Source: an optimization exercise on an open RTL-to-GDS flow (aim: small area). Production flows keep margins and buffers that such runs may drop. The RTL was checked by simulation tests, not by an equivalence proof against the original design. No activity file was given, so power comes from the tool's default toggle rates.

==> flow/design.v <==
module flash_cfi_ctrl (
    input  wire        clk,
    input  wire        rst,
    input  wire        start,
    input  wire [1:0]  op,
    input  wire [31:0] arg_first,
    input  wire [31:0] arg_last,
    input  wire [31:0] arg_addr,
    input  wire [31:0] arg_len,
    output wire        idle,
    output reg         done,
    output reg  [3:0]  status,
    output wire [31:0] ret_size,
    output wire [31:0] warn_skipped,
    output wire [31:0] warn_recovered,
    output reg         initialized,
    input  wire        prot_we,
    input  wire [4:0]  prot_idx,
    input  wire        prot_val,
    output reg         ev_valid,
    output reg  [1:0]  ev_kind,
    output wire [31:0] ev_addr,
    output reg  [7:0]  ev_wdata,
    input  wire        ev_ready,
    input  wire [7:0]  fb_rdata,
    input  wire [31:0] time_ms,
    output reg         irq_inhibit,
    output wire [31:0] buf_index,
    input  wire [7:0]  buf_data
);
    localparam [1:0] EV_WRITE = 2'd0, EV_READ = 2'd1, EV_TIME = 2'd2, EV_DELAY = 2'd3;
    localparam [1:0] STRAT_BYTE = 2'd0, STRAT_BYPASS = 2'd1, STRAT_BUFFER = 2'd2;
    localparam [5:0]
        IDLE   = 6'd0,
        P_RST  = 6'd1,  P_QE   = 6'd2,  P_QRY  = 6'd3,  P_NREG = 6'd4,
        P_BLK  = 6'd5,  P_EXIT = 6'd6,
        UL1    = 6'd7,  UL2    = 6'd8,  S_AS3  = 6'd9,  S_MFR  = 6'd10,
        S_ID0  = 6'd11, S_IDX  = 6'd12, S_RST  = 6'd13, S_QE   = 6'd14,
        S_VER  = 6'd15, S_EXIT = 6'd16,
        E_CNT  = 6'd17, E_RST  = 6'd18,
        E_S3   = 6'd21, E_ADV  = 6'd24,
        E_CONF = 6'd25, E_SET  = 6'd26,
        CHK    = 6'd27, W_CMD  = 6'd30,
        W_DATA = 6'd31, V_RD   = 6'd32,
        U_E3   = 6'd35, U_CMD  = 6'd36,
        U_DATA = 6'd37, U_X1   = 6'd38, U_X2   = 6'd39,
        F_FIND = 6'd40, F_LEN  = 6'd41, F_CMD  = 6'd43,
        F_CNT  = 6'd44, F_DATA = 6'd45, F_CONF = 6'd46,
        L_T0   = 6'd47, L_RD   = 6'd48, L_RR   = 6'd49, L_TM   = 6'd50,
        L_RET  = 6'd51, A_RST  = 6'd52;
    reg [5:0] st;
    reg        w2;                   
    reg [1:0]  nm1;                  
    reg        rev;                  
    reg [5:0]  scount;               
    reg [4:0]  rc0, rc1, rc2, rc3;   
    reg [13:0] rz0, rz1, rz2, rz3;   
    reg [4:0]  e_word, e_buf, e_erase;
    reg [4:0]  rs_exp;
    reg [3:0]  mbw;                  
    reg [1:0]  strategy;
    reg [31:0] prot;
    reg        opk;                  
    reg        opi;                  
    reg        vf;                   
    reg [21:0] ra;                   
    reg [26:0] rl;                   
    reg [22:0] ri;                   
    reg [31:0] t0;
    wire [7:0] cnt   = t0[7:0];      
    wire       qok   = t0[8];
    wire       pk    = t0[9];
    wire       ak    = t0[10];
    wire       big   = t0[11];
    wire       vlt   = t0[12];
    wire       veq   = t0[13];
    wire       vold  = t0[14];
    wire       id07  = t0[15];
    wire [1:0] dmc   = t0[17:16];
    wire [2:0] fcode = t0[20:18];
    wire       e2    = t0[21];       
    wire       anyu  = t0[22];       
    wire       ubf   = t0[23];       
    wire       pok   = t0[24];       
    reg [5:0]  ws;
    reg [22:0] wr;
    reg [4:0]  s;
    reg [1:0]  r;
    reg [4:0]  c;
    reg [13:0] ss;                   
    assign idle = (st == IDLE);
    assign ret_size = initialized ? (32'd1 << rs_exp) : 32'd0;
    assign warn_skipped = {26'd0, ws};
    assign warn_recovered = {9'd0, wr};
    assign buf_index = {9'd0, ri};
    function [21:0] budget;
        input [4:0] e;
        begin
            case (e)
                5'd11: budget = 22'd3;
                5'd12: budget = 22'd5;
                5'd13: budget = 22'd9;
                5'd14: budget = 22'd17;
                5'd15: budget = 22'd33;
                5'd16: budget = 22'd66;
                5'd17: budget = 22'd132;
                5'd18: budget = 22'd263;
                5'd19: budget = 22'd525;
                5'd20: budget = 22'd1049;
                5'd21: budget = 22'd2098;
                5'd22: budget = 22'd4195;
                5'd23: budget = 22'd8389;
                5'd24: budget = 22'd16778;
                5'd25: budget = 22'd33555;
                5'd26: budget = 22'd67109;
                5'd27: budget = 22'd134218;
                5'd28: budget = 22'd268436;
                5'd29: budget = 22'd536871;
                5'd30: budget = 22'd1073742;
                5'd31: budget = 22'd2147484;
                default: budget = 22'd2;
            endcase
        end
    endfunction
    function [32:0] radd;
        input [31:0] a;
        input [31:0] b;
        input        ci;
        integer j;
        reg cy;
        begin
            cy = ci;
            for (j = 0; j < 32; j = j + 1) begin
                radd[j] = a[j] ^ b[j] ^ cy;
                cy = (a[j] & b[j]) | (cy & (a[j] ^ b[j]));
            end
            radd[32] = cy;
        end
    endfunction
    function [31:0] rinc;
        input [31:0] a;
        integer j;
        reg cy;
        begin
            cy = 1'b1;
            for (j = 0; j < 32; j = j + 1) begin
                rinc[j] = a[j] ^ cy;
                cy = cy & a[j];
            end
        end
    endfunction
    function lt27;
        input [26:0] a;
        input [26:0] b;
        integer j;
        reg l;
        begin
            l = 1'b0;
            for (j = 0; j < 27; j = j + 1)
                l = (~a[j] & b[j]) | (~(a[j] ^ b[j]) & l);
            lt27 = l;
        end
    endfunction
    function lt8;
        input [7:0] a;
        input [7:0] b;
        integer j;
        reg l;
        begin
            l = 1'b0;
            for (j = 0; j < 8; j = j + 1)
                l = (~a[j] & b[j]) | (~(a[j] ^ b[j]) & l);
            lt8 = l;
        end
    endfunction
    function [31:0] rdec;
        input [31:0] a;
        integer j;
        reg bw;
        begin
            bw = 1'b1;
            for (j = 0; j < 32; j = j + 1) begin
                rdec[j] = a[j] ^ bw;
                bw = bw & ~a[j];
            end
        end
    endfunction
    wire buf_mode = (strategy == STRAT_BUFFER) & ~vf;
    wire [4:0]  e_sel = opk ? e_erase : (buf_mode ? e_buf : e_word);
    wire [21:0] lut = budget(e_sel);
    wire [26:0] bud = opk ? rl : {5'd0, lut};
    wire [32:0] acc_sum = radd({5'd0, rl}, {10'd0, lut}, 1'b0);
    wire [32:0] el_full = radd(time_ms, ~t0, 1'b1);
    wire [31:0] elapsed = el_full[31:0];
    wire timeout = (|elapsed[31:27]) | lt27(bud, elapsed[26:0]);
    reg [4:0]  rc_cur;
    reg [13:0] rz_cur;
    always @(*) begin
        case (r)
            2'd0: begin rc_cur = rc0; rz_cur = rz0; end
            2'd1: begin rc_cur = rc1; rz_cur = rz1; end
            2'd2: begin rc_cur = rc2; rz_cur = rz2; end
            default: begin rc_cur = rc3; rz_cur = rz3; end
        endcase
    end
    wire [32:0] ns_full = radd({18'd0, ss}, {18'd0, rz_cur}, 1'b0);
    wire [13:0] ns = ns_full[13:0];
    wire [31:0] s_inc_full = rinc({27'd0, s});
    wire [5:0]  s_inc = s_inc_full[5:0];
    wire        is_last = (s_inc == scount);
    wire        prot_s = prot[s[4:0]];
    wire        qgate = (st == P_QRY) | (st == P_NREG) | (st == P_BLK) |
                        (st == S_MFR) | (st == S_ID0) | (st == S_IDX);
    wire [32:0] sum_full = radd({10'd0, ra[21:16], ra[15:0] & {16{~qgate}}}, {10'd0, ri[21:0]}, 1'b0);
    wire [21:0] sum = sum_full[21:0];
    wire [31:0] ri_inc_full = rinc({9'd0, ri});
    wire [22:0] ri_inc = ri_inc_full[22:0];
    wire [31:0] rl_dec_full = rdec({9'd0, rl[22:0]});
    wire [22:0] rl_dec = rl_dec_full[22:0];
    wire [31:0] wr_inc_full = rinc({9'd0, wr});
    wire [22:0] wr_inc = wr_inc_full[22:0];
    wire [21:0] qaddr = w2 ? {sum[20:0], 1'b0} : sum;
    wire [32:0] dd_full = radd({18'd0, ns}, {18'h3FFFF, ~sum[21:8]}, 1'b1);
    wire [14:0] dd = dd_full[14:0];
    wire        room_le0 = dd[14] | (dd[13:0] == 14'd0);
    wire        room_one = (dd == 15'd1);
    wire [7:0]  room1 = (is_last | ~room_one) ? 8'hFF : ~sum[7:0];
    wire [7:0]  rem1  = (|rl[22:8]) ? 8'hFF : rl_dec[7:0];
    wire [7:0]  bmask = ~(8'hFF << mbw);
    wire [7:0]  n1 = lt8(rem1, cnt) ? rem1 : cnt;
    wire [7:0]  nm = (|(n1 & ~bmask)) ? bmask : n1;
    reg [21:0] aoff;
    assign ev_addr = {10'h3FF, aoff};
    always @(*) begin
        ev_valid = 1'b1;
        ev_kind  = EV_WRITE;
        ev_wdata = 8'h00;
        aoff     = 22'd0;
        case (st)
            P_RST, P_EXIT, S_RST, S_EXIT, E_RST, A_RST: ev_wdata = 8'hF0;
            P_QE, S_QE: begin aoff = w2 ? 22'h0AA : 22'h055; ev_wdata = 8'h98; end
            UL1: begin
                aoff = w2 ? 22'hAAA : 22'h555; ev_wdata = 8'hAA;
            end
            UL2: begin
                aoff = w2 ? 22'h555 : 22'h2AA; ev_wdata = 8'h55;
            end
            S_AS3:  begin aoff = w2 ? 22'hAAA : 22'h555; ev_wdata = 8'h90; end
            E_S3:   begin aoff = w2 ? 22'hAAA : 22'h555; ev_wdata = 8'h80; end
            W_CMD:  begin aoff = w2 ? 22'hAAA : 22'h555; ev_wdata = 8'hA0; end
            U_E3:   begin aoff = w2 ? 22'hAAA : 22'h555; ev_wdata = 8'h20; end
            U_CMD:  ev_wdata = 8'hA0;
            U_X1:   ev_wdata = 8'h90;
            U_X2:   ev_wdata = 8'h00;
            P_QRY, P_NREG, P_BLK, S_MFR, S_ID0, S_IDX, S_VER: begin
                ev_kind = EV_READ; aoff = qaddr;
            end
            W_DATA, U_DATA, F_DATA: begin aoff = sum; ev_wdata = buf_data; end
            V_RD, L_RD, L_RR: begin ev_kind = EV_READ; aoff = sum; end
            E_CONF: begin ev_valid = ~prot_s; aoff = {ss, 8'd0}; ev_wdata = 8'h30; end
            F_CMD:  begin aoff = {ss, 8'd0}; ev_wdata = 8'h25; end
            F_CNT:  begin aoff = {ss, 8'd0}; ev_wdata = cnt; end
            F_CONF: begin aoff = {ss, 8'd0}; ev_wdata = 8'h29; end
            L_T0, L_TM: ev_kind = EV_TIME;
            E_SET:  ev_kind = EV_DELAY;
            default: ev_valid = 1'b0;
        endcase
    end
    always @(*) begin
        case (st)
            UL1, UL2: irq_inhibit = opk;
            E_S3, E_ADV, E_CONF, E_SET: irq_inhibit = 1'b1;
            default: irq_inhibit = 1'b0;
        endcase
    end
    wire fire = ev_valid & ev_ready;
    wire [31:0] pdec = 32'd1 << prot_idx;
    wire        p_wen = prot_we & initialized & lt8({3'd0, prot_idx}, {2'd0, scount});
    wire        p_clr = start & (op == 2'd0);
    integer j;
    wire [5:0] boff = ri[5:0];
    wire [5:0] brel = boff - 6'h2D;
    wire [32:0] tsum_full = radd({26'd0, scount}, {27'd0, fb_rdata[4:0]}, 1'b1);
    wire [6:0] tsum = tsum_full[6:0];
    wire [4:0] e_pick = boff[1] ? e_word : (boff[0] ? e_erase : e_buf);
    wire [32:0] e_full = radd({27'd0, e_pick}, {27'd0, fb_rdata[4:0]}, 1'b0);
    wire [4:0] e_add = e_full[4:0];
    wire       q_exp = (fb_rdata == ((ri[1:0] == 2'd0) ? 8'h51 :
                                     (ri[1:0] == 2'd1) ? 8'h52 : 8'h59));
    wire       rd_lt31 = (fb_rdata[7:6] == 2'd0) & ((fb_rdata[5:4] != 2'b11) | (fb_rdata[3:0] == 4'd0));
    wire [1:0] strat_def = (mbw != 4'd0) ? STRAT_BUFFER : STRAT_BYTE;
    task iter_reset;
        begin
            s  <= 5'd0;
            c  <= 5'd0;
            ss <= 14'd0;
            r  <= rev ? nm1 : 2'd0;
        end
    endtask
    task iter_step;
        begin
            ss <= ns;
            s  <= s_inc[4:0];
            if (c == rc_cur) begin
                c <= 5'd0;
                r <= rev ? r - 2'd1 : r + 2'd1;
            end else
                c <= c + 5'd1;
        end
    endtask
    task finish;
        input [3:0] code;
        begin
            status <= code;
            done   <= 1'b1;
            st     <= IDLE;
        end
    endtask
    always @(posedge clk) begin
        if (rst) begin
            st          <= IDLE;
            done        <= 1'b0;
            status      <= 4'd0;
            initialized <= 1'b0;
            ws          <= 6'd0;
            wr          <= 23'd0;
        end else begin
            done <= 1'b0;
            case (st)
            IDLE: begin
                for (j = 0; j < 32; j = j + 1)
                    if (p_clr | (p_wen & pdec[j]))
                        prot[j] <= prot_val & ~p_clr;
                if (start) begin
                    case (op)
                        2'd0: begin
                            opi  <= 1'b1;
                            opk  <= 1'b0;
                            w2   <= 1'b0;
                            ra   <= 22'd0;
                            st   <= P_RST;
                        end
                        2'd1: begin
                            ws   <= 6'd0;
                            opi  <= 1'b0;
                            opk  <= 1'b1;
                            t0[21]   <= 1'b0;
                            t0[22] <= 1'b0;
                            if ((|arg_first[31:6]) || lt8({2'd0, scount}, {2'd0, arg_first[5:0]}) ||
                                (|arg_last[31:6])  || lt8({2'd0, scount}, {2'd0, arg_last[5:0]}) ||
                                lt8({2'd0, arg_last[5:0]}, {2'd0, arg_first[5:0]}))
                                finish(4'd6);
                            else begin
                                ri <= {13'd0, arg_last[4:0], arg_first[4:0]};
                                s  <= arg_first[4:0];
                                st <= E_CNT;
                            end
                        end
                        2'd2: begin
                            opi <= 1'b0;
                            opk <= 1'b0;
                            vf  <= 1'b0;
                            wr  <= 23'd0;
                            ra  <= arg_addr[21:0];
                            rl  <= {4'd0, arg_len[22:0]};
                            ri  <= 23'd0;
                            iter_reset;
                            st  <= (strategy == STRAT_BYPASS) ? UL1 : CHK;
                        end
                        default: finish(4'd0);
                    endcase
                end
            end
            P_RST: if (fire) st <= P_QE;
            P_QE: if (fire) begin ri <= 23'h10; st <= P_QRY; end
            P_QRY: if (fire) begin
                t0[8] <= (ri[1:0] == 2'd0 ? 1'b1 : qok) & q_exp;
                if (ri[1:0] == 2'd2) begin
                    if (qok & q_exp) begin
                        ri <= 23'h2C;
                        st <= P_NREG;
                    end else begin
                        t0[20:18] <= 3'd1;
                        st <= P_EXIT;
                    end
                end else
                    ri <= ri_inc;
            end
            P_NREG: if (fire) begin
                nm1    <= fb_rdata[1:0] - 2'd1;
                ri     <= 23'h10;
                scount <= 6'd0;
                t0[11]    <= 1'b0;
                if (fb_rdata == 8'd0) begin
                    t0[20:18] <= 3'd2;
                    st <= P_EXIT;
                end else if ((|fb_rdata[7:3]) | (fb_rdata[2] & (|fb_rdata[1:0]))) begin
                    t0[20:18] <= 3'd3;
                    st <= P_EXIT;
                end else
                    st <= P_BLK;
            end
            P_BLK: if (fire) begin
                case (boff)
                    6'h13: t0[9] <= (fb_rdata == 8'h02);
                    6'h14: t0[9] <= pk & (fb_rdata == 8'h00);
                    6'h15: if (pk) ra[7:0]  <= fb_rdata;
                    6'h16: if (pk) ra[15:8] <= fb_rdata;
                    6'h17: t0[10] <= (fb_rdata == 8'h02);
                    6'h18: t0[10] <= ak & (fb_rdata == 8'h00);
                    6'h19: if (!pk && ak) ra[7:0]  <= fb_rdata;
                    6'h1A: if (!pk && ak) ra[15:8] <= fb_rdata;
                    6'h1F: e_word  <= fb_rdata[4:0];
                    6'h20: e_buf   <= fb_rdata[4:0];
                    6'h21: e_erase <= fb_rdata[4:0];
                    6'h23: e_word  <= e_add;
                    6'h24: e_buf   <= e_add;
                    6'h25: e_erase <= e_add;
                    6'h27: rs_exp  <= fb_rdata[4:0];
                    6'h2A: mbw     <= (|fb_rdata[4:3]) ? 4'd8 : {1'b0, fb_rdata[2:0]};
                    default: if (boff >= 6'h2D) begin
                        case (brel[1:0])
                            2'd0: begin
                                case (brel[3:2])
                                    2'd0: rc0 <= fb_rdata[4:0];
                                    2'd1: rc1 <= fb_rdata[4:0];
                                    2'd2: rc2 <= fb_rdata[4:0];
                                    default: rc3 <= fb_rdata[4:0];
                                endcase
                                scount <= tsum[5:0];
                                if ((|fb_rdata[7:5]) || tsum[6] || (tsum[5] && (|tsum[4:0])))
                                    t0[11] <= 1'b1;
                            end
                            2'd1: if (fb_rdata != 8'd0) t0[11] <= 1'b1;
                            2'd2: begin
                                case (brel[3:2])
                                    2'd0: rz0[7:0] <= fb_rdata;
                                    2'd1: rz1[7:0] <= fb_rdata;
                                    2'd2: rz2[7:0] <= fb_rdata;
                                    default: rz3[7:0] <= fb_rdata;
                                endcase
                            end
                            default: begin
                                case (brel[3:2])
                                    2'd0: rz0[13:8] <= fb_rdata[5:0];
                                    2'd1: rz1[13:8] <= fb_rdata[5:0];
                                    2'd2: rz2[13:8] <= fb_rdata[5:0];
                                    default: rz3[13:8] <= fb_rdata[5:0];
                                endcase
                            end
                        endcase
                    end
                endcase
                if (boff == {2'b11, nm1, 2'b00}) begin
                    t0[20:18] <= big ? 3'd4 : 3'd0;
                    st <= P_EXIT;
                end else
                    ri <= ri_inc;
            end
            P_EXIT: if (fire) begin
                if (fcode == 3'd0) begin
                    if (pk | ak)
                        st <= UL1;
                    else
                        finish(4'd5);
                end else if (fcode == 3'd1 && !w2) begin
                    w2 <= 1'b1;
                    st <= P_RST;
                end else
                    finish({1'b0, fcode});
            end
            UL1: if (fire) st <= UL2;
            UL2: if (fire) begin
                if (opi)
                    st <= S_AS3;
                else if (opk)
                    st <= e2 ? E_ADV : E_S3;
                else if (vf)
                    st <= W_CMD;
                else case (strategy)
                    STRAT_BYPASS: st <= U_E3;
                    STRAT_BUFFER: st <= F_CMD;
                    default:      st <= W_CMD;
                endcase
            end
            S_AS3: if (fire) begin ri <= 23'd0; st <= S_MFR; end
            S_MFR: if (fire) begin
                t0[17:16] <= (fb_rdata == 8'h01) ? 2'd1 :
                       (fb_rdata == 8'h04) ? 2'd2 :
                       (fb_rdata == 8'hC2) ? 2'd3 : 2'd0;
                ri <= 23'd1;
                st <= S_ID0;
            end
            S_ID0: if (fire) begin
                t0[15] <= fb_rdata[7];
                if (fb_rdata == 8'h7E) begin
                    t0[17:16] <= (dmc == 2'd1) ? 2'd3 : 2'd0;
                    ri <= 23'h0E;
                    st <= S_IDX;
                end else begin
                    strategy <= (dmc == 2'd2 && fb_rdata == 8'h49) ? STRAT_BYPASS :
                                (dmc == 2'd3 && fb_rdata == 8'hA8) ? STRAT_BUFFER : strat_def;
                    st <= S_RST;
                end
            end
            S_IDX: if (fire) begin
                if (!ri[0]) begin
                    t0[17:16] <= (dmc == 2'd3 && fb_rdata == 8'h1A) ? 2'd1 :
                           (dmc == 2'd3 && fb_rdata == 8'h10) ? 2'd2 : 2'd0;
                    ri <= 23'h0F;
                end else begin
                    strategy <= (dmc == 2'd1 && fb_rdata == 8'h00) ? STRAT_BYPASS :
                                (dmc == 2'd2 && fb_rdata == 8'h00) ? STRAT_BYTE : strat_def;
                    st <= S_RST;
                end
            end
            S_RST: if (fire) st <= S_QE;
            S_QE: if (fire) begin ri <= 23'd3; st <= S_VER; end
            S_VER: if (fire) begin
                if (ri[3]) begin
                    rev <= ((vold ? id07 : (fb_rdata == 8'h03)) && nm1 != 2'd0);
                    st <= S_EXIT;
                end else if (ri[2]) begin
                    t0[14] <= vlt | (veq & rd_lt31);
                    ri <= 23'h0F;
                end else begin
                    t0[12] <= rd_lt31;
                    t0[13] <= (fb_rdata == 8'h31);
                    ri <= 23'd4;
                end
            end
            S_EXIT: if (fire) begin
                initialized <= 1'b1;
                finish(4'd0);
            end
            E_CNT: begin
                ws <= ws + {5'd0, prot_s};
                if (s[4:0] == ri[9:5]) begin
                    if (anyu | ~prot_s) begin
                        rl <= 27'd0;
                        iter_reset;
                        st <= E_RST;
                    end else
                        finish(4'd7);
                end else begin
                    t0[22] <= anyu | ~prot_s;
                    s <= s_inc[4:0];
                end
            end
            E_RST: if (fire) st <= UL1;
            E_S3: if (fire) begin t0[21] <= 1'b1; st <= UL1; end
            E_ADV: begin
                if (s[4:0] == ri[4:0])
                    st <= E_CONF;
                else
                    iter_step;
            end
            E_CONF: begin
                if (prot_s || fire) begin
                    if (fire) begin
                        ra <= {ss, 8'd0};
                        rl <= acc_sum[26:0];
                    end
                    if (s[4:0] == ri[9:5]) begin
                        ri <= 23'd0;
                        st <= E_SET;
                    end else
                        iter_step;
                end
            end
            E_SET: if (fire) st <= L_T0;
            CHK: begin
                if (rl[22:0] == 23'd0) begin
                    if (vf)
                        finish(4'd0);
                    else if (strategy == STRAT_BYPASS) begin
                        t0[23] <= 1'b0;
                        st <= U_X1;
                    end
                    else begin
                        vf <= 1'b1;
                        rl <= {4'd0, ri};
                        ri <= 23'd0;
                    end
                end else if (vf)
                    st <= V_RD;
                else case (strategy)
                    STRAT_BYPASS: st <= U_CMD;
                    STRAT_BUFFER: st <= F_FIND;
                    default:      st <= UL1;
                endcase
            end
            V_RD: if (fire) begin
                if (fb_rdata != buf_data)
                    st <= UL1;
                else begin
                    ri <= ri_inc;
                    rl <= {4'd0, rl_dec};
                    st <= CHK;
                end
            end
            W_CMD:  if (fire) st <= W_DATA;
            W_DATA: if (fire) st <= L_T0;
            U_E3:   if (fire) st <= CHK;
            U_CMD:  if (fire) st <= U_DATA;
            U_DATA: if (fire) st <= L_T0;
            U_X1:   if (fire) st <= U_X2;
            U_X2:   if (fire) begin
                if (ubf)
                    finish(4'd9);
                else begin
                    vf <= 1'b1;
                    rl <= {4'd0, ri};
                    ri <= 23'd0;
                    st <= CHK;
                end
            end
            F_FIND: begin
                if (!is_last && room_le0)
                    iter_step;
                else begin
                    t0[7:0] <= room1;
                    st  <= F_LEN;
                end
            end
            F_LEN: begin
                t0[7:0] <= nm;
                st  <= UL1;
            end
            F_CMD:  if (fire) st <= F_CNT;
            F_CNT:  if (fire) st <= F_DATA;
            F_DATA: if (fire) begin
                if (cnt == 8'd0)
                    st <= F_CONF;
                else begin
                    t0[7:0] <= cnt - 8'd1;
                    ri  <= ri_inc;
                    rl  <= {4'd0, rl_dec};
                end
            end
            F_CONF: if (fire) st <= L_T0;
            L_T0: if (fire) begin t0 <= time_ms; st <= L_RD; end
            L_RD: if (fire) begin
                if (fb_rdata[7] == (opk | buf_data[7])) begin
                    t0[24] <= 1'b1;
                    st  <= L_RET;
                end else if (fb_rdata[5])
                    st <= L_RR;
                else
                    st <= L_TM;
            end
            L_RR: if (fire) begin
                t0[24] <= (fb_rdata[7] == (opk | buf_data[7]));
                st  <= L_RET;
            end
            L_TM: if (fire) begin
                if (timeout) begin
                    t0[24] <= 1'b0;
                    st  <= L_RET;
                end else
                    st <= L_RD;
            end
            L_RET: begin
                if (opk) begin
                    if (pok) finish(4'd0); else st <= A_RST;
                end else if (pok) begin
                    ri <= ri_inc;
                    rl <= {4'd0, rl_dec};
                    if (vf) wr <= wr_inc;
                    st <= CHK;
                end else if (!vf && strategy == STRAT_BYPASS) begin
                    t0[23] <= 1'b1;
                    st  <= U_X1;
                end else
                    st <= A_RST;
            end
            A_RST: if (fire) finish(opk ? 4'd8 : vf ? 4'd10 : 4'd9);
            default: st <= IDLE;
            endcase
        end
    end
endmodule
==> flow/flow/run.sh <==
#!/bin/bash
# The standard layout (standard.sh: the standard flow's synthesis and ORFS flow, unchanged),
# except that:
#  - the port buffers placed by buffer_ports use the smallest buffer cell
#    (sky130_fd_sc_hd__buf_1) instead of the tool's default pick;
#  - the buffers Yosys/ABC left in the netlist are removed at floorplan
#    (REMOVE_ABC_BUFFERS=1), since global placement runs without the
#    timing-driven mode that would otherwise remove them;
#  - constant outputs keep Yosys's shared tie cells (SKIP_REPAIR_TIE_FANOUT=1)
#    instead of one tie cell per port.
set -euo pipefail
export BUFFER_PORTS_ARGS="-buffer_cell sky130_fd_sc_hd__buf_1"
export REMOVE_ABC_BUFFERS=1
export SKIP_REPAIR_TIE_FANOUT=1
bash standard.sh "BUFFER_PORTS_ARGS=-buffer_cell sky130_fd_sc_hd__buf_1" "REMOVE_ABC_BUFFERS=1" "SKIP_REPAIR_TIE_FANOUT=1" finish > standard_flow.log 2>&1
==> flow/standard.sh <==
#!/bin/bash
# synth_recipe.tcl (not shown) runs the flow's synth.tcl, then flattens the netlist and writes it again
# the make line also repeats each setting of config.mk as NAME=value (left out here)
make -C /OpenROAD-flow-scripts/flow DESIGN_CONFIG=/design/flow/config.mk WORK_HOME=/design/flow/orfs CLKGATE_MAP_FILE= SYNTH_SCRIPT=/design/flow/synth_recipe.tcl "${@:-finish}"
==> flow/config.mk <==
export PLATFORM = sky130hd
export DESIGN_NAME = flash_cfi_ctrl
export DESIGN_NICKNAME = flash_cfi_ctrl
export VERILOG_FILES = /design/flow/design.v
export SDC_FILE = /design/flow/constraint.sdc
export NUM_CORES = 4
export LEC_CHECK = 0
export CAP_MARGIN = 10
export CORE_MARGIN = 2
export CORE_UTILIZATION = 55
export CTS_BUF_LIST = sky130_fd_sc_hd__clkbuf_8
export CTS_CLUSTER_DIAMETER = 60
export CTS_CLUSTER_SIZE = 16
export GPL_TIMING_DRIVEN = 0
export SLEW_MARGIN = 10
==> flow/constraint.sdc <==
create_clock -name core_clock -period 20.0 [get_ports {clk}]
set_input_delay 4.0000 -clock core_clock [delete_from_list [all_inputs] [get_ports {clk}]]
set_output_delay 4.0000 -clock core_clock [all_outputs]
set_load 0.01 [all_outputs]
==> results of run 1 <==
final timing paths:
path | slack [ns] | to | cells after the start
setup / recovery | 2.71 | st[0]$_SDFFE_PP0P_ | 44
hold / removal | 0.46 | status[2]$_SDFFE_PP0P_ | 2
setup reg to reg | 4.76 | ss[12]$_SDFFCE_PP0P_ | 38
hold reg to reg | 0.46 | status[2]$_SDFFE_PP0P_ | 2
per-layer routing:
metal	up-vias	part of all wire [%]	track usage [%]
li1	9764	-	-
met1	10800	39	49.7
met2	1318	46	58.0
met3	264	9.9	6.93
met4	0	5.2	17.2
met5	-	0	0
power by group:
group / switching (W) / leakage (nW) / internal, W
combinational: 0.000785 / 6.86 / 0.000434
sequential: 0.000123 / 2.87 / 0.000793
clock: 0.000276 / 0.391 / 0.000216
kinds of logic after synthesis:
logic type,after synthesis,share of synthesized area [%]
DFF,318,37.0
buffers and inverters,402,6.97
AOI/OAI and AO/OA,585,15.9
and+or+nand+nor,916,17.3
adders and majority gates,266,16.6
other,2,0.0304
xor gates and xnor gates,65,2.31
muxes,79,3.88
cell usage in the layout (no fill, tap or decap), drive strengths merged, types with 10 or more instances in the layout:
cell / netlist / layout
buf: 76 / 319
nor2: 303 / 303
edfxtp: 277 / 277
nand2: 237 / 237
inv: 186 / 196
a21oi: 174 / 174
ha: 163 / 163
fa: 103 / 103
o21ai: 100 / 100
nand3: 82 / 82
nor3: 78 / 78
and2: 53 / 53
mux2i: 46 / 46
dfxtp: 41 / 41
clkbuf: 138 / 36
a211oi: 36 / 36
nor4: 35 / 35
xnor2: 33 / 33
xor2: 32 / 32
a222oi: 29 / 29
nor2b: 27 / 27
mux2: 23 / 23
a21o: 22 / 22
o221ai: 22 / 22
a221oi: 19 / 19
and3: 18 / 18
nand4: 18 / 18
a31oi: 17 / 17
o22ai: 16 / 16
nand2b: 15 / 15
o21a: 15 / 15
a22o: 14 / 14
o211ai: 14 / 14
clkinv: 2 / 13
a22oi: 12 / 12
a2111oi: 12 / 12
mux4: 10 / 10
layout make-up:
cell class | instances | area (um2) | share of cell area (%)
well taps | 592 | 741 | 2.78
clock buffers | 35 | 482 | 1.80
clock inverters | 25 | 274 | 1.03
flip-flops and latches | 318 | 9140 | 34.3
inverters | 188 | 706 | 2.64
repair buffers | 321 | 1410 | 5.27
diodes | 1 | 2.50 | 0.00938
multi-input cells | 1913 | 13900 | 52.2
per-stage QoR:
stage,power (W),cells
final,0.00263,3393
after global routing,0.00277,3393
after CTS,0.00260,3392
after detailed placement,0.00211,3332
after global placement,0.00207,3305
after floorplan,0.00165,2419
flip-flops by register name, indices dropped and copies added, names as in the netlist, 6 cells and up:
register,count
ws,6
rz2,14
rl,27
rz3,14
scount,6
t0,32
ss,14
ri,23
rz0,14
wr,23
st,6
rz1,14
prot,32
ra,22
critical path: cells and delay by family:
kind | cells | cell delay (ns)
AOI/OAI and AO/OA | 3 | 1.06
xor gates and xnor gates | 2 | 0.22
adders and majority gates | 31 | 11.27
buffers and inverters | 6 | 0.51
and+or+nand+nor | 2 | 0.69
==> impl_results.md, run 1 <==
* Clock slew at reported path FFs at around 0.09 ns
* Routed WL per cell at 25.7 um
* Gpl congestion at 0.980
* Worst-path fanout max at 2
* Synth-to-Final Area Change at 8.07%
* DR vias at 22100
* TritonCTS clock tree: done
* CP startpoint: time_ms[0]
* Register area share after synthesis at 37.0%
* Status: timing/DRC/antenna clean
* LEAKAGE at around 10 nW
* Fin area at 0.0267 mm2
* EDFF count, synth at between 200 and 300
* Antenna violations before repair at 4
* Cts repair resizes at 0
* Starting Density at between 50% and 60%
* CP endpoint kind: flop
* Clock buffer depth at 3
* Async SR Flop Fraction at 0%
* Setup CP Type: input pin to flop
* Antenna Violating Nets Remaining at 0
* Tightest Pin Transition at 1.30 ns
* Final min period at 17.29 ns
* DR iter-0 viols at around 2600
* Crit path DAT at roughly 18 ns
* Area of the mapped netlist at between 0.02 and 0.025 mm2
* Cell Pwr Density at around 98 mW/mm2
* Core ar. at around 0.044 mm2
* Rows at a little under 80
* RSZ-0062 raised after global routing: false
* Yosys top cell by area: edfxtp_1
* Clock root cell: clkbuf_8
* # Post-CTS Setup Buffers at 0
* # nets final at between 3000 and 4000
* Detailed Routing Iterations Pass 1 at 8
* Max_cap viols at 0
* Die width at roughly 220 um
* Drt drc at 0
* Vias/cell at approximately 6.5
* Routed WL at a little under 90000 um
* Yosys cell types at 85
* I/O pin cnt at about 370
* Final hold slack at ~0.46 ns
* Placed wire-length estimate at between 60000 and 70000 um
* Crit-path max cell delay at roughly 0.5 ns
* Largest net degree at the start of global routing at 47
* Leading register cell type out of synthesis: edfxtp_1
* Finish-stage setup viols at 0
* CP Data Required Time at about 20 ns
* Hold_buf cts at 0
* Post-place instance area at around 0.026 mm2
* Warnings from Yosys at 1
* Full die area at around 0.047 mm2
* Fillers at between 3000 and 4000
* Slew Limit Fails at 0
* Final Util at 60.2%
* Die span in y at ~220 um
* Synth top area share at between 30% and 40%
* Peak supply drop at between 0.00007 and 0.00008 V
* Max transition margin at between 10% and 20%
* Pre-CTS setup slack at 2.21 ns
* IO buf count at approximately 300
* Hold_sp: status[2]$_SDFFE_PP0P_
* CTS Buf Count at 34
* First-pass GRT wire length at between 100000 and 150000 um
* Hold crit path type: flop to flop
* Top post-synthesis cells by count: nor2_1 (303), edfxtp_1 (277), nand2_1 (236)
* Tcrit/Tclk final at between 80% and 90%
* Final worst setup slack at approximately 2.7 ns
* Overall Global Routing Usage at between 30% and 40%
* Worst Setup Start Kind: input pin
* Clock Sinks at 318
* CP max-delay cell: fa_1
* Total negative slack at 0 ns
* Overflow after GRT at 0
* Syn Area/Cell at roughly 9.4 um2
* Max H-tree Level at 2
* Synth top area cells: edfxtp_1 (34%), fa_1 (8.3%), ha_1 (8.3%)
* Mapped Cells at 2633
* Worst-Skew Late Latency at roughly 0.64 ns
* CP most frequent cell: fa_1
* Clk_skew at about 0.046 ns
* Synth Register Bits at approximately 320
* Critical R2R Launch: st[4]$_SDFFE_PP0P_
* Most common cell in the synthesized netlist: nor2_1
* Final Hold Fails at 0
* Max Clock Freq at around 58 MHz
* Vias in the first global route at 21600
* Fraction of layout cells with a size suffix above 1 at under 10%
==> run 2: changes to the inputs <==
--- a/flow/design.v
+++ b/flow/design.v
@@ -63,3 +63,2 @@
     reg        opk;                  
-    reg        opi;                  
     reg        vf;                   
@@ -151,14 +150,2 @@
     endfunction
-    function lt27;
-        input [26:0] a;
-        input [26:0] b;
-        integer j;
-        reg l;
-        begin
-            l = 1'b0;
-            for (j = 0; j < 27; j = j + 1)
-                l = (~a[j] & b[j]) | (~(a[j] ^ b[j]) & l);
-            lt27 = l;
-        end
-    endfunction
     function lt8;
@@ -194,3 +181,4 @@
     wire [31:0] elapsed = el_full[31:0];
-    wire timeout = (|elapsed[31:27]) | lt27(bud, elapsed[26:0]);
+    wire [32:0] bd_full = radd({5'd0, bud}, {5'd0, ~elapsed[26:0]}, 1'b1);
+    wire timeout = (|elapsed[31:27]) | ~bd_full[27];
     reg [4:0]  rc_cur;
@@ -334,8 +322,15 @@
                 if (start) begin
+                    opk <= op[0];
+                    vf  <= 1'b0;
+                    t0[22:21] <= 2'd0;
+                    ra  <= arg_addr[21:0] & {22{op[1]}};
+                    rl  <= {4'd0, arg_len[22:0] & {23{op[1]}}};
+                    ri  <= {13'd0, arg_last[4:0], arg_first[4:0]} & {23{op[0]}};
+                    s   <= arg_first[4:0] & {5{op[0]}};
+                    c   <= 5'd0;
+                    ss  <= 14'd0;
+                    r   <= rev ? nm1 : 2'd0;
                     case (op)
                         2'd0: begin
-                            opi  <= 1'b1;
-                            opk  <= 1'b0;
                             w2   <= 1'b0;
-                            ra   <= 22'd0;
                             st   <= P_RST;
@@ -344,6 +339,2 @@
                             ws   <= 6'd0;
-                            opi  <= 1'b0;
-                            opk  <= 1'b1;
-                            t0[21]   <= 1'b0;
-                            t0[22] <= 1'b0;
                             if ((|arg_first[31:6]) || lt8({2'd0, scount}, {2'd0, arg_first[5:0]}) ||
@@ -352,17 +343,7 @@
                                 finish(4'd6);
-                            else begin
-                                ri <= {13'd0, arg_last[4:0], arg_first[4:0]};
-                                s  <= arg_first[4:0];
+                            else
                                 st <= E_CNT;
-                            end
                         end
                         2'd2: begin
-                            opi <= 1'b0;
-                            opk <= 1'b0;
-                            vf  <= 1'b0;
                             wr  <= 23'd0;
-                            ra  <= arg_addr[21:0];
-                            rl  <= {4'd0, arg_len[22:0]};
-                            ri  <= 23'd0;
-                            iter_reset;
                             st  <= (strategy == STRAT_BYPASS) ? UL1 : CHK;
@@ -473,3 +454,3 @@
             UL2: if (fire) begin
-                if (opi)
+                if (!initialized)         
                     st <= S_AS3;
@@ -539,3 +520,2 @@
                     if (anyu | ~prot_s) begin
-                        rl <= 27'd0;
                         iter_reset;
--- a/flow/config.mk
+++ b/flow/config.mk
@@ -7,3 +7,3 @@
 export LEC_CHECK = 0
-export CAP_MARGIN = 10
+export CAP_MARGIN = 20
 export CORE_MARGIN = 2
@@ -14,2 +14,2 @@
 export GPL_TIMING_DRIVEN = 0
-export SLEW_MARGIN = 10
+export SLEW_MARGIN = 20
==> impl_results.md, run 2 <==
* Register area share after synthesis at 36.6% (-0.45 points)
* Final min period at 16.82 ns (-0.465 ns)
* Top post-synthesis cells by count: nor2_1 (306), edfxtp_1 (276), nand2_1 (268)
* CP top delay family: adder cells
* Clock buffer depth at 3 (unchanged)
* IO buf count at 294 (unchanged)
* Most common cell after layout, fill and taps aside: nor2_1
* Cell Pwr Density at 115 mW/mm2 (+17%)
* Final Hold Fails at 0 (unchanged)
* Critical path depth at 44 (unchanged)
* Seq pwr share at 30.6% (-4.3 points)
* DR iter-0 viols at 3035 (+16%)
* Antenna Violating Nets Remaining at 0 (unchanged)
* CP endpoint kind: flop
* Buf/Inv on CP at 6 (unchanged)
* LEAKAGE at 10.4 nW (+2.9%)
* Fraction of layout cells with a size suffix above 1 at 6.88% (+1.2 points)
* Overall Global Routing Usage at 38.5% (+1.6 points)
* # nets final at 3320 (+2.8%)
* Clock group share of total power at 17.1% (-1.6 points)
* Max H-tree Level at 2 (unchanged)
* Most common cell in the synthesized netlist: nor2_1
* Largest net degree at the start of global routing at 45 (-4.3%)
* Fillers at 3889 (-1.5%)
* Tcrit/Tclk final at 84.1% (-2.3 points)
* Peak supply drop at 0.000120 V (+67%)
* Yosys top cell by area: edfxtp_1
* Vias/cell at 6.58 (+0.89%)
* Detailed Routing Iterations Pass 1 at 8 (unchanged)
* Clock Sinks at 317 (-0.31%)
* Warnings from Yosys at 1 (unchanged)
* Clk_skew at 0.0379 ns (-0.00792 ns)
* CP max-delay cell: fa_1
* Tightest Pin Transition at 1.24 ns (-0.0616 ns)
* Most frequent cells in the layout: nor2_1 (298), buf_1 (285), edfxtp_1 (276), nand2_1 (267), inv_1 (212)
* Antenna violations before repair at 0 (-4)
* Crit-path max cell delay at 0.47 ns (-0.03 ns)
* Placed wire-length estimate at 70100 um (+5.3%)
* First-pass GRT wire length at 135000 um (+3.8%)
* Drt drc at 0 (unchanged)
* Hold crit path type: flop to flop
* Setup CP Type: input pin to flop
* Die width at 217 um (+0.44%)
* Synth Register Bits at 317 (-0.31%)
* Hold_buf cts at 0 (unchanged)
* Gpl congestion at 1.06 (+7.7%)
* Ant diodes at 0 (-1)
* Routed WL per cell at 26.5 um (+3.0%)
* Worst hold stages at 2 (unchanged)
* Synth top area share at 33.3% (-0.42 points)
* Core ar. at 0.0445 mm2 (+0.43%)
* Pint at 0.00163 W (+13%)
* CP Data Required Time at 20.47 ns (about the same)
* Max Clock Freq at 59.5 MHz (+2.8%)
* Full die area at 0.0470 mm2 (+0.88%)
* Fin area at 0.0272 mm2 (+2.1%)
* EDFF count, synth at 276 (-0.36%)
* Rows at 77 (unchanged)
* Starting Density at 56.0% (+0.26 points)
* Sw Ratio at 48.1% (+3.0 points)
* Mapped Cells at 2711 (+3.0%)
* Comb power frac at 52.3% (+5.9 points)
* Clock slew at reported path FFs at 0.09 ns (about the same)
* CP most frequent cell: fa_1
* Vias in the first global route at 21800 (+0.79%)
* Synth-to-Final Area Change at 9.36%
* Crit path DAT at 17.29 ns (-0.47 ns)
* Biggest registers after layout: prot x32, t0 x32, rl x27
* # Post-CTS Setup Buffers at 0 (unchanged)
* Post-place instance area at 0.0264 mm2 (+1.8%)
* Max transition margin at 16.7% (+3.6 points)
* Leading register cell type out of synthesis: edfxtp_1
* Routed WL at 92300 um (+5.7%)
* Cts repair resizes at 0 (unchanged)
* Area of the mapped netlist at 0.0249 mm2 (+0.90%)
* Worst-Skew Late Latency at 0.65 ns (about the same)
* Async SR Flop Fraction at 0% (unchanged)
* Worst Setup Start Kind: input pin
* Reg2Reg Depth at 40 (+5.3%)
* Worst-path fanout max at 3 (+1)
* Max_cap viols at 0 (unchanged)
* Status: timing/DRC/antenna clean
* TritonCTS clock tree: done
* Die span in y at 217 um (+0.44%)
* Synth top area cells: edfxtp_1 (33%), fa_1 (8.3%), ha_1 (8.0%)
* Yosys cell types at 89 (+4.7%)
* Overflow after GRT at 0 (unchanged)
* Slew Limit Fails at 0 (unchanged)
* DR vias at 22900 (+3.6%)
* Final hold slack at 0.479 ns (+0.0152 ns)
* Clock root cell: clkbuf_8
* Finish-stage setup viols at 0 (unchanged)
* I/O pin cnt at 368 (unchanged)
* P_sw at 0.00151 W (+28%)
* Syn Area/Cell at 9.19 um2 (-2.0%)
* RSZ-0062 raised after global routing: false
* CTS Buf Count at 37 (+8.8%)
* Total negative slack at 0 ns (unchanged)
## run 2: cell type report
| cell class | count | area (um2) | area share [%] |
|---|---|---|---|
| Clock inverter | 24 | 319 | 1.17 |
| Clock buffer | 39 | 537 | 1.97 |
| Multi-Input combinational cell | 1973 | 14100 | 51.9 |
| Sequential cell | 317 | 9120 | 33.5 |
| Tap cell | 592 | 741 | 2.72 |
| Inverter | 213 | 800 | 2.93 |
| Timing Repair Buffer | 326 | 1610 | 5.90 |
## run 2: worst reg2reg max path, delay by kind of cell (launching register included)
family,cells,cell delay [ns]
AOI/OAI and AO/OA,5,1.17
and+or+nand+nor,7,2.76
DFF,1,0.52
adders and majority gates,23,9.04
buffers and inverters,5,0.78
## run 2: stage by stage
stage                     utilization (%)  std cells  worst slack, ns  total power, W
after detailed placement             59.2       3420             2.63         0.00255
after global placement               57.9       3389             2.29         0.00247
after CTS                            61.2       3483             3.28         0.00309
final                                61.2       3484             3.18         0.00314
after global routing                 61.2       3484             2.82         0.00330
after floorplan                         -       2503             3.97         0.00191
## run 2: path summary, 6_finish.rpt
| path | start | to | slack [ns] |
|---|---|---|---|
| max | time_ms[0] | st[1]$_SDFFE_PP0P_ | 3.18 |
| min | wr[2]$_SDFFE_PP0P_ | wr[2]$_SDFFE_PP0P_ | 0.48 |
| max reg2reg | st[2]$_SDFFE_PP0P_ | st[1]$_SDFFE_PP0P_ | 5.63 |
| min reg2reg | wr[2]$_SDFFE_PP0P_ | wr[2]$_SDFFE_PP0P_ | 0.48 |
## run 2: logic make-up after synthesis
logic type	Yosys count	synth area share, %
adder cells (fa/ha/maj)	263	16.3
AND/OR/NAND/NOR	952	18.0
buffers and inverters	421	7.23
XOR/XNOR	62	2.18
multiplexers	44	2.43
AO/OA/AOI/OAI	650	17.3
flip-flops	317	36.6
other	2	0.0301
## run 2: routing by layer
layer	track usage (%)	wire length, um	up-vias
met1	49.9	35300	11100
met4	17.2	4710	0
met2	62.0	42400	1496
li1	-	-	10100
met5	0	0	-
met3	8.79	9870	293
## run 2: power groups by stage
stage | Sequential [W] | Combinational [W] | Clock (W)
finish | 0.000963 | 0.00164 | 0.000537
global route | 0.000970 | 0.00177 | 0.000564
CTS | 0.000957 | 0.00159 | 0.000541
detailed placement | 0.000971 | 0.00158 | 0
global placement | 0.00101 | 0.00146 | 0
floorplan | 0.000938 | 0.000974 | 0

==> what the ideal ports hide <==
The flow's constraints put no driver on any port. The routed layouts listed below were extracted and timed again, unchanged, in two steps. Step 1 (the two cells are an assumption about what drives the block):
set clk [get_ports {clk}]
set_driving_cell -lib_cell sky130_fd_sc_hd__clkbuf_16 $clk
set_driving_cell -lib_cell sky130_fd_sc_hd__buf_2 [delete_from_list [all_inputs] $clk]
Step 2 times the ports against the registers' clock, not the clock port: input delays grow and output delays shrink by t, the midpoint of the rising clock arrivals with the driver on. Three values: no drivers, after step 1, after step 2; two values: the first two.
| run | t, ns | setup WS [ns] | worst setup path at the end |
|---|---|---|---|
| run 1 | 0.681 | 2.715 / 2.751 / 2.070 | input to register |
| run 2 | 0.685 | 3.179 / 3.213 / 2.528 | input to register |
After both steps every run listed still meets setup and hold. For run 2, which loses most, drivers alone change the setup slack by +0.034 ns; drivers and shift together by -0.651 ns.
